This is an optimization exercise on Yosys and OpenROAD, whose aim is small area, a short achievable clock period and few clock cycles per item, not a production implementation.
Only simulation tests tie the RTL to the original design; equivalence was not proved.

==> onyx <==
Design inav_decoder, start of the top module:
module inav_decoder (
    input  wire         clk,
    input  wire         rst,         
    input  wire         cmd_valid,
    output wire         cmd_ready,
    input  wire [124:0] cmd,
    output reg          rsp_valid,
    output wire [485:0] rsp
);
clock: 8.0 ns
lec_check: 0
cap_margin: 20
core_margin: 2
core_utilization: 40
cts_buf_list: sky130_fd_sc_hd__clkbuf_16
cts_cluster_diameter: 80
cts_cluster_size: 24
place_density: 0.6
setup_slack_margin: 5
slew_margin: 20
tns_end_percent: 30
standard.sh (not shown) runs the stock make flow with config.mk's settings and CLKGATE_MAP_FILE= SYNTH_SCRIPT=/design/flow/synth_recipe.tcl, a recipe that flattens the netlist after the stock synthesis.
==> flow/flow/run.sh <==
#!/bin/bash
# The standard layout (the standard.sh), with two changes to how it is
# made: ports are buffered with buf_2 (rather than the delay-buffer cell
# buffer_ports picks on its own), and a222oi_1, which has no stronger size
# for timing repair to swap to, is added to the platform's don't-use list.
set -euo pipefail
PLATFORM_DONT_USE="$(sed -n '/^export DONT_USE_CELLS/,/^#/p' "$FLOW_HOME/platforms/sky130hd/config.mk" | grep -o 'sky130_fd_sc_hd__[a-z0-9_]*' | tr '\n' ' ')"
bash standard.sh "BUFFER_PORTS_ARGS=-buffer_cell sky130_fd_sc_hd__buf_2" \
    "DONT_USE_CELLS=${PLATFORM_DONT_USE}sky130_fd_sc_hd__a222oi_1" finish > make_finish.log 2>&1
tail -n 20 make_finish.log
==> xenon (differences from onyx) <==
--- a/flow/design.v
+++ b/flow/design.v
@@ -25,10 +25,11 @@
     reg          pair1;         
     reg          ev1;           
     reg  [23:0]  syn0;          
     reg  [15:0]  pd;            
     reg  [3:0]   gt1;           
+    reg  [3:0]   gta;           
     assign cmd_ready = rdy;
     wire       accept    = cmd_valid & rdy;
     wire [3:0] op        = cmd[124:121];
     wire       odd       = cmd[120];
     wire       marker_ok = (cmd[119] == odd);
@@ -602,10 +603,11 @@
         pair1 <= submit & marker_ok & odd & asm_odd;
         ev1   <= submit & marker_ok & ~odd;
         syn0  <= syn_in0;
         pd    <= cmd[117:102];
         gt1   <= {op == 4'hB, op == 4'hA, op == 4'h9, op == 4'h8};
+        gta   <= {4{accept}} & {op == 4'hB, op == 4'hA, op == 4'h9, op == 4'h8};
         if (ev_load) begin
             evb     <= cmd[111:6];
             evwt    <= wt_in[10:1];
             evwt_ok <= (cmd[117:112] <= 6'd10);
         end
@@ -791,11 +793,11 @@
     reg  [10:7]  alm_rx;
     reg          rx5, rx6;      
     reg          new_eph, new_iono, new_utc, new_alm;
     reg  [2:0]   st2;
     reg          flag2;
-    reg  [10:1]  sel0, sel1, sel2, sel3, sel4, sel5, sel6, sel7;    
+    reg  [10:1]  sel0, sel1, sel2, sel3, sel4, sel5, sel6, sel7, sel8, sel9, sel10, sel11;
     wire [121:0] data  = {evb[111:6], pd};    
     wire         crc_ok = (sab == evsyn);
     wire         wt_ok  = evwt_ok;
     wire         acc    = v1 & pair1 & crc_ok & wt_ok;
     wire         clr    = rst | (v1 && op1 == 4'h1);
@@ -846,10 +848,11 @@
     wire get    = (op1[3:2] == 2'b10);
     wire [10:1] rx    = {alm_rx, rx6, rx5, eph_rx};
     wire [3:0]  gdec  = {op1[1:0] == 2'd3, op1[1:0] == 2'd2, op1[1:0] == 2'd1, op1[1:0] == 2'd0};
     wire [10:1] gsel  = {{4{gdec[3]}}, gdec[2], gdec[1], {4{gdec[0]}}};
     wire [10:1] gsel1 = {{4{gt1[3]}}, gt1[2], gt1[1], {4{gt1[0]}}};
+    wire [10:1] gsela = {{4{gta[3]}}, gta[2], gta[1], {4{gta[0]}}};
     always @(posedge clk) begin
         if (v1 && ev1)
             evsyn <= syn_x;
         if (we[1])  w1  <= data[121:2];
         if (we[2])  w2  <= data[121:2];
@@ -908,10 +911,14 @@
         sel3       <= {10{get & v1 & ~rst}} & gsel & rx;
         sel4       <= gsel1 & rx;
         sel5       <= {10{v1}} & gsel1 & rx;
         sel6       <= {10{~rst}} & gsel1 & rx;
         sel7       <= {10{v1 & ~rst}} & gsel1 & rx;
+        sel8       <= gsela & rx;
+        sel9       <= {10{v1}} & gsela & rx;
+        sel10      <= {10{~rst}} & gsela & rx;
+        sel11      <= {10{v1 & ~rst}} & gsela & rx;
     end
     wire [119:0] r1;
     wire [119:0] r2;
     wire [121:0] r3;
     wire [119:0] r4;
@@ -919,33 +926,33 @@
     wire [118:0] r6;
     wire [115:0] r7;
     wire [120:0] r8;
     wire [121:0] r9;
     wire [121:0] r10;
-    wire [7:0]   s1  = {sel7[1], sel6[1], sel5[1], sel4[1], sel3[1], sel2[1], sel1[1], sel0[1]};
-    wire [7:0]   s2  = {sel7[2], sel6[2], sel5[2], sel4[2], sel3[2], sel2[2], sel1[2], sel0[2]};
-    wire [7:0]   s3  = {sel7[3], sel6[3], sel5[3], sel4[3], sel3[3], sel2[3], sel1[3], sel0[3]};
-    wire [7:0]   s4  = {sel7[4], sel6[4], sel5[4], sel4[4], sel3[4], sel2[4], sel1[4], sel0[4]};
-    wire [7:0]   s5  = {sel7[5], sel6[5], sel5[5], sel4[5], sel3[5], sel2[5], sel1[5], sel0[5]};
-    wire [7:0]   s6  = {sel7[6], sel6[6], sel5[6], sel4[6], sel3[6], sel2[6], sel1[6], sel0[6]};
-    wire [7:0]   s7  = {sel7[7], sel6[7], sel5[7], sel4[7], sel3[7], sel2[7], sel1[7], sel0[7]};
-    wire [7:0]   s8  = {sel7[8], sel6[8], sel5[8], sel4[8], sel3[8], sel2[8], sel1[8], sel0[8]};
-    wire [7:0]   s9  = {sel7[9], sel6[9], sel5[9], sel4[9], sel3[9], sel2[9], sel1[9], sel0[9]};
-    wire [7:0]   s10 = {sel7[10], sel6[10], sel5[10], sel4[10], sel3[10], sel2[10], sel1[10], sel0[10]};
+    wire [11:0]  s1  = {sel11[1], sel10[1], sel9[1], sel8[1], sel7[1], sel6[1], sel5[1], sel4[1], sel3[1], sel2[1], sel1[1], sel0[1]};
+    wire [11:0]  s2  = {sel11[2], sel10[2], sel9[2], sel8[2], sel7[2], sel6[2], sel5[2], sel4[2], sel3[2], sel2[2], sel1[2], sel0[2]};
+    wire [11:0]  s3  = {sel11[3], sel10[3], sel9[3], sel8[3], sel7[3], sel6[3], sel5[3], sel4[3], sel3[3], sel2[3], sel1[3], sel0[3]};
+    wire [11:0]  s4  = {sel11[4], sel10[4], sel9[4], sel8[4], sel7[4], sel6[4], sel5[4], sel4[4], sel3[4], sel2[4], sel1[4], sel0[4]};
+    wire [11:0]  s5  = {sel11[5], sel10[5], sel9[5], sel8[5], sel7[5], sel6[5], sel5[5], sel4[5], sel3[5], sel2[5], sel1[5], sel0[5]};
+    wire [11:0]  s6  = {sel11[6], sel10[6], sel9[6], sel8[6], sel7[6], sel6[6], sel5[6], sel4[6], sel3[6], sel2[6], sel1[6], sel0[6]};
+    wire [11:0]  s7  = {sel11[7], sel10[7], sel9[7], sel8[7], sel7[7], sel6[7], sel5[7], sel4[7], sel3[7], sel2[7], sel1[7], sel0[7]};
+    wire [11:0]  s8  = {sel11[8], sel10[8], sel9[8], sel8[8], sel7[8], sel6[8], sel5[8], sel4[8], sel3[8], sel2[8], sel1[8], sel0[8]};
+    wire [11:0]  s9  = {sel11[9], sel10[9], sel9[9], sel8[9], sel7[9], sel6[9], sel5[9], sel4[9], sel3[9], sel2[9], sel1[9], sel0[9]};
+    wire [11:0]  s10 = {sel11[10], sel10[10], sel9[10], sel8[10], sel7[10], sel6[10], sel5[10], sel4[10], sel3[10], sel2[10], sel1[10], sel0[10]};
     genvar bi;
     generate
         for (bi = 0; bi < 122; bi = bi + 1) begin : g_rec
-            if (bi < 120) assign r1[bi]  = w1[bi]  & s1[bi * 8 / 120];
-            if (bi < 120) assign r2[bi]  = w2[bi]  & s2[bi * 8 / 120];
-            assign r3[bi] = w3[bi] & s3[bi * 8 / 122];
-            if (bi < 120) assign r4[bi]  = w4[bi]  & s4[bi * 8 / 120];
-            if (bi < 99)  assign r5[bi]  = w5[bi]  & s5[bi * 8 / 99];
-            if (bi < 119) assign r6[bi]  = w6[bi]  & s6[bi * 8 / 119];
-            if (bi < 116) assign r7[bi]  = w7[bi]  & s7[bi * 8 / 116];
-            if (bi < 121) assign r8[bi]  = w8[bi]  & s8[bi * 8 / 121];
-            assign r9[bi]  = w9[bi]  & s9[bi * 8 / 122];
-            assign r10[bi] = w10[bi] & s10[bi * 8 / 122];
+            if (bi < 120) assign r1[bi]  = w1[bi]  & s1[bi * 12 / 120];
+            if (bi < 120) assign r2[bi]  = w2[bi]  & s2[bi * 12 / 120];
+            assign r3[bi] = w3[bi] & s3[bi * 12 / 122];
+            if (bi < 120) assign r4[bi]  = w4[bi]  & s4[bi * 12 / 120];
+            if (bi < 99)  assign r5[bi]  = w5[bi]  & s5[bi * 12 / 99];
+            if (bi < 119) assign r6[bi]  = w6[bi]  & s6[bi * 12 / 119];
+            if (bi < 116) assign r7[bi]  = w7[bi]  & s7[bi * 12 / 116];
+            if (bi < 121) assign r8[bi]  = w8[bi]  & s8[bi * 12 / 121];
+            assign r9[bi]  = w9[bi]  & s9[bi * 12 / 122];
+            assign r10[bi] = w10[bi] & s10[bi * 12 / 122];
         end
     endgenerate
     wire [481:0] rec_eph  = {r1, r2, r3, r4};
     wire [98:0]  rec_iono = r5;
     wire [118:0] rec_utc  = r6;
Settings changed: CORE_UTILIZATION 40 to 48, PLACE_DENSITY 0.6 to 0.62.
==> fjord (differences from onyx) <==
--- a/flow/design.v
+++ b/flow/design.v
@@ -25,10 +25,11 @@
     reg          pair1;         
     reg          ev1;           
     reg  [23:0]  syn0;          
     reg  [15:0]  pd;            
     reg  [3:0]   gt1;           
+    reg  [3:0]   gta;           
     assign cmd_ready = rdy;
     wire       accept    = cmd_valid & rdy;
     wire [3:0] op        = cmd[124:121];
     wire       odd       = cmd[120];
     wire       marker_ok = (cmd[119] == odd);
@@ -602,10 +603,11 @@
         pair1 <= submit & marker_ok & odd & asm_odd;
         ev1   <= submit & marker_ok & ~odd;
         syn0  <= syn_in0;
         pd    <= cmd[117:102];
         gt1   <= {op == 4'hB, op == 4'hA, op == 4'h9, op == 4'h8};
+        gta   <= {4{accept}} & {op == 4'hB, op == 4'hA, op == 4'h9, op == 4'h8};
         if (ev_load) begin
             evb     <= cmd[111:6];
             evwt    <= wt_in[10:1];
             evwt_ok <= (cmd[117:112] <= 6'd10);
         end
@@ -791,11 +793,11 @@
     reg  [10:7]  alm_rx;
     reg          rx5, rx6;      
     reg          new_eph, new_iono, new_utc, new_alm;
     reg  [2:0]   st2;
     reg          flag2;
-    reg  [10:1]  sel0, sel1, sel2, sel3, sel4, sel5, sel6, sel7;    
+    reg  [10:1]  sel0, sel1, sel2, sel3, sel4, sel5, sel6, sel7, sel8, sel9, sel10, sel11;
     wire [121:0] data  = {evb[111:6], pd};    
     wire         crc_ok = (sab == evsyn);
     wire         wt_ok  = evwt_ok;
     wire         acc    = v1 & pair1 & crc_ok & wt_ok;
     wire         clr    = rst | (v1 && op1 == 4'h1);
@@ -846,10 +848,11 @@
     wire get    = (op1[3:2] == 2'b10);
     wire [10:1] rx    = {alm_rx, rx6, rx5, eph_rx};
     wire [3:0]  gdec  = {op1[1:0] == 2'd3, op1[1:0] == 2'd2, op1[1:0] == 2'd1, op1[1:0] == 2'd0};
     wire [10:1] gsel  = {{4{gdec[3]}}, gdec[2], gdec[1], {4{gdec[0]}}};
     wire [10:1] gsel1 = {{4{gt1[3]}}, gt1[2], gt1[1], {4{gt1[0]}}};
+    wire [10:1] gsela = {{4{gta[3]}}, gta[2], gta[1], {4{gta[0]}}};
     always @(posedge clk) begin
         if (v1 && ev1)
             evsyn <= syn_x;
         if (we[1])  w1  <= data[121:2];
         if (we[2])  w2  <= data[121:2];
@@ -908,10 +911,14 @@
         sel3       <= {10{get & v1 & ~rst}} & gsel & rx;
         sel4       <= gsel1 & rx;
         sel5       <= {10{v1}} & gsel1 & rx;
         sel6       <= {10{~rst}} & gsel1 & rx;
         sel7       <= {10{v1 & ~rst}} & gsel1 & rx;
+        sel8       <= gsela & rx;
+        sel9       <= {10{v1}} & gsela & rx;
+        sel10      <= {10{~rst}} & gsela & rx;
+        sel11      <= {10{v1 & ~rst}} & gsela & rx;
     end
     wire [119:0] r1;
     wire [119:0] r2;
     wire [121:0] r3;
     wire [119:0] r4;
@@ -919,33 +926,33 @@
     wire [118:0] r6;
     wire [115:0] r7;
     wire [120:0] r8;
     wire [121:0] r9;
     wire [121:0] r10;
-    wire [7:0]   s1  = {sel7[1], sel6[1], sel5[1], sel4[1], sel3[1], sel2[1], sel1[1], sel0[1]};
-    wire [7:0]   s2  = {sel7[2], sel6[2], sel5[2], sel4[2], sel3[2], sel2[2], sel1[2], sel0[2]};
-    wire [7:0]   s3  = {sel7[3], sel6[3], sel5[3], sel4[3], sel3[3], sel2[3], sel1[3], sel0[3]};
-    wire [7:0]   s4  = {sel7[4], sel6[4], sel5[4], sel4[4], sel3[4], sel2[4], sel1[4], sel0[4]};
-    wire [7:0]   s5  = {sel7[5], sel6[5], sel5[5], sel4[5], sel3[5], sel2[5], sel1[5], sel0[5]};
-    wire [7:0]   s6  = {sel7[6], sel6[6], sel5[6], sel4[6], sel3[6], sel2[6], sel1[6], sel0[6]};
-    wire [7:0]   s7  = {sel7[7], sel6[7], sel5[7], sel4[7], sel3[7], sel2[7], sel1[7], sel0[7]};
-    wire [7:0]   s8  = {sel7[8], sel6[8], sel5[8], sel4[8], sel3[8], sel2[8], sel1[8], sel0[8]};
-    wire [7:0]   s9  = {sel7[9], sel6[9], sel5[9], sel4[9], sel3[9], sel2[9], sel1[9], sel0[9]};
-    wire [7:0]   s10 = {sel7[10], sel6[10], sel5[10], sel4[10], sel3[10], sel2[10], sel1[10], sel0[10]};
+    wire [11:0]  s1  = {sel11[1], sel10[1], sel9[1], sel8[1], sel7[1], sel6[1], sel5[1], sel4[1], sel3[1], sel2[1], sel1[1], sel0[1]};
+    wire [11:0]  s2  = {sel11[2], sel10[2], sel9[2], sel8[2], sel7[2], sel6[2], sel5[2], sel4[2], sel3[2], sel2[2], sel1[2], sel0[2]};
+    wire [11:0]  s3  = {sel11[3], sel10[3], sel9[3], sel8[3], sel7[3], sel6[3], sel5[3], sel4[3], sel3[3], sel2[3], sel1[3], sel0[3]};
+    wire [11:0]  s4  = {sel11[4], sel10[4], sel9[4], sel8[4], sel7[4], sel6[4], sel5[4], sel4[4], sel3[4], sel2[4], sel1[4], sel0[4]};
+    wire [11:0]  s5  = {sel11[5], sel10[5], sel9[5], sel8[5], sel7[5], sel6[5], sel5[5], sel4[5], sel3[5], sel2[5], sel1[5], sel0[5]};
+    wire [11:0]  s6  = {sel11[6], sel10[6], sel9[6], sel8[6], sel7[6], sel6[6], sel5[6], sel4[6], sel3[6], sel2[6], sel1[6], sel0[6]};
+    wire [11:0]  s7  = {sel11[7], sel10[7], sel9[7], sel8[7], sel7[7], sel6[7], sel5[7], sel4[7], sel3[7], sel2[7], sel1[7], sel0[7]};
+    wire [11:0]  s8  = {sel11[8], sel10[8], sel9[8], sel8[8], sel7[8], sel6[8], sel5[8], sel4[8], sel3[8], sel2[8], sel1[8], sel0[8]};
+    wire [11:0]  s9  = {sel11[9], sel10[9], sel9[9], sel8[9], sel7[9], sel6[9], sel5[9], sel4[9], sel3[9], sel2[9], sel1[9], sel0[9]};
+    wire [11:0]  s10 = {sel11[10], sel10[10], sel9[10], sel8[10], sel7[10], sel6[10], sel5[10], sel4[10], sel3[10], sel2[10], sel1[10], sel0[10]};
     genvar bi;
     generate
         for (bi = 0; bi < 122; bi = bi + 1) begin : g_rec
-            if (bi < 120) assign r1[bi]  = w1[bi]  & s1[bi * 8 / 120];
-            if (bi < 120) assign r2[bi]  = w2[bi]  & s2[bi * 8 / 120];
-            assign r3[bi] = w3[bi] & s3[bi * 8 / 122];
-            if (bi < 120) assign r4[bi]  = w4[bi]  & s4[bi * 8 / 120];
-            if (bi < 99)  assign r5[bi]  = w5[bi]  & s5[bi * 8 / 99];
-            if (bi < 119) assign r6[bi]  = w6[bi]  & s6[bi * 8 / 119];
-            if (bi < 116) assign r7[bi]  = w7[bi]  & s7[bi * 8 / 116];
-            if (bi < 121) assign r8[bi]  = w8[bi]  & s8[bi * 8 / 121];
-            assign r9[bi]  = w9[bi]  & s9[bi * 8 / 122];
-            assign r10[bi] = w10[bi] & s10[bi * 8 / 122];
+            if (bi < 120) assign r1[bi]  = w1[bi]  & s1[bi * 12 / 120];
+            if (bi < 120) assign r2[bi]  = w2[bi]  & s2[bi * 12 / 120];
+            assign r3[bi] = w3[bi] & s3[bi * 12 / 122];
+            if (bi < 120) assign r4[bi]  = w4[bi]  & s4[bi * 12 / 120];
+            if (bi < 99)  assign r5[bi]  = w5[bi]  & s5[bi * 12 / 99];
+            if (bi < 119) assign r6[bi]  = w6[bi]  & s6[bi * 12 / 119];
+            if (bi < 116) assign r7[bi]  = w7[bi]  & s7[bi * 12 / 116];
+            if (bi < 121) assign r8[bi]  = w8[bi]  & s8[bi * 12 / 121];
+            assign r9[bi]  = w9[bi]  & s9[bi * 12 / 122];
+            assign r10[bi] = w10[bi] & s10[bi * 12 / 122];
         end
     endgenerate
     wire [481:0] rec_eph  = {r1, r2, r3, r4};
     wire [98:0]  rec_iono = r5;
     wire [118:0] rec_utc  = r6;
Settings changed: CORE_UTILIZATION 40 to 50, PLACE_DENSITY 0.6 to 0.66.
==> notes <==
Global-route usage, highest first: fjord, xenon, onyx. Cell area: xenon < fjord < onyx. Of xenon and fjord, xenon has the higher sequential share of layout area (gap 0.70 points). In onyx the flip-flop and latch count is lower than in fjord, by 44.
Testbench counts of onyx, summed over its fixed seeds: cycles 5,616, items 5,600.
Testbench counts of xenon, summed over its fixed seeds: cycles 5,616, items 5,600.
Testbench counts of fjord, summed over its fixed seeds: cycles 5,616, items 5,600.

-- afterwards: timing with drivers on the ports --
No port has a modelled driver above. Below, the same layouts with a new extraction and two added sets of constraints. Step 1 (the two cells are an assumption about what drives the block):
set clk [get_ports {clk}]
set_driving_cell -lib_cell sky130_fd_sc_hd__clkbuf_16 $clk
set_driving_cell -lib_cell sky130_fd_sc_hd__buf_2 [delete_from_list [all_inputs] $clk]
Step 2 adds t to the input delays and takes it off the output delays; t is the mean of the earliest and latest rising clock arrival at the registers after step 1. Input paths then give back, and output paths get back, about the clock's delay inside the block. a / b / c = no drivers / after step 1 / after step 2; a / b = the first two.
run	t, ns	setup WS [ns]	worst setup path after step 2	worst slew at a driven data input, ns
onyx	0.815	4.647 / 4.562 / 3.940	input to register	0.17
xenon	0.758	4.747 / 4.672 / 4.170	input to register	0.16
fjord	0.745	4.741 / 4.667 / 4.078	input to register	0.15
After both steps setup and hold are still met in every run listed. The setup slack of onyx, which loses most, moves by -0.085 ns with the drivers and by -0.707 ns with both steps.
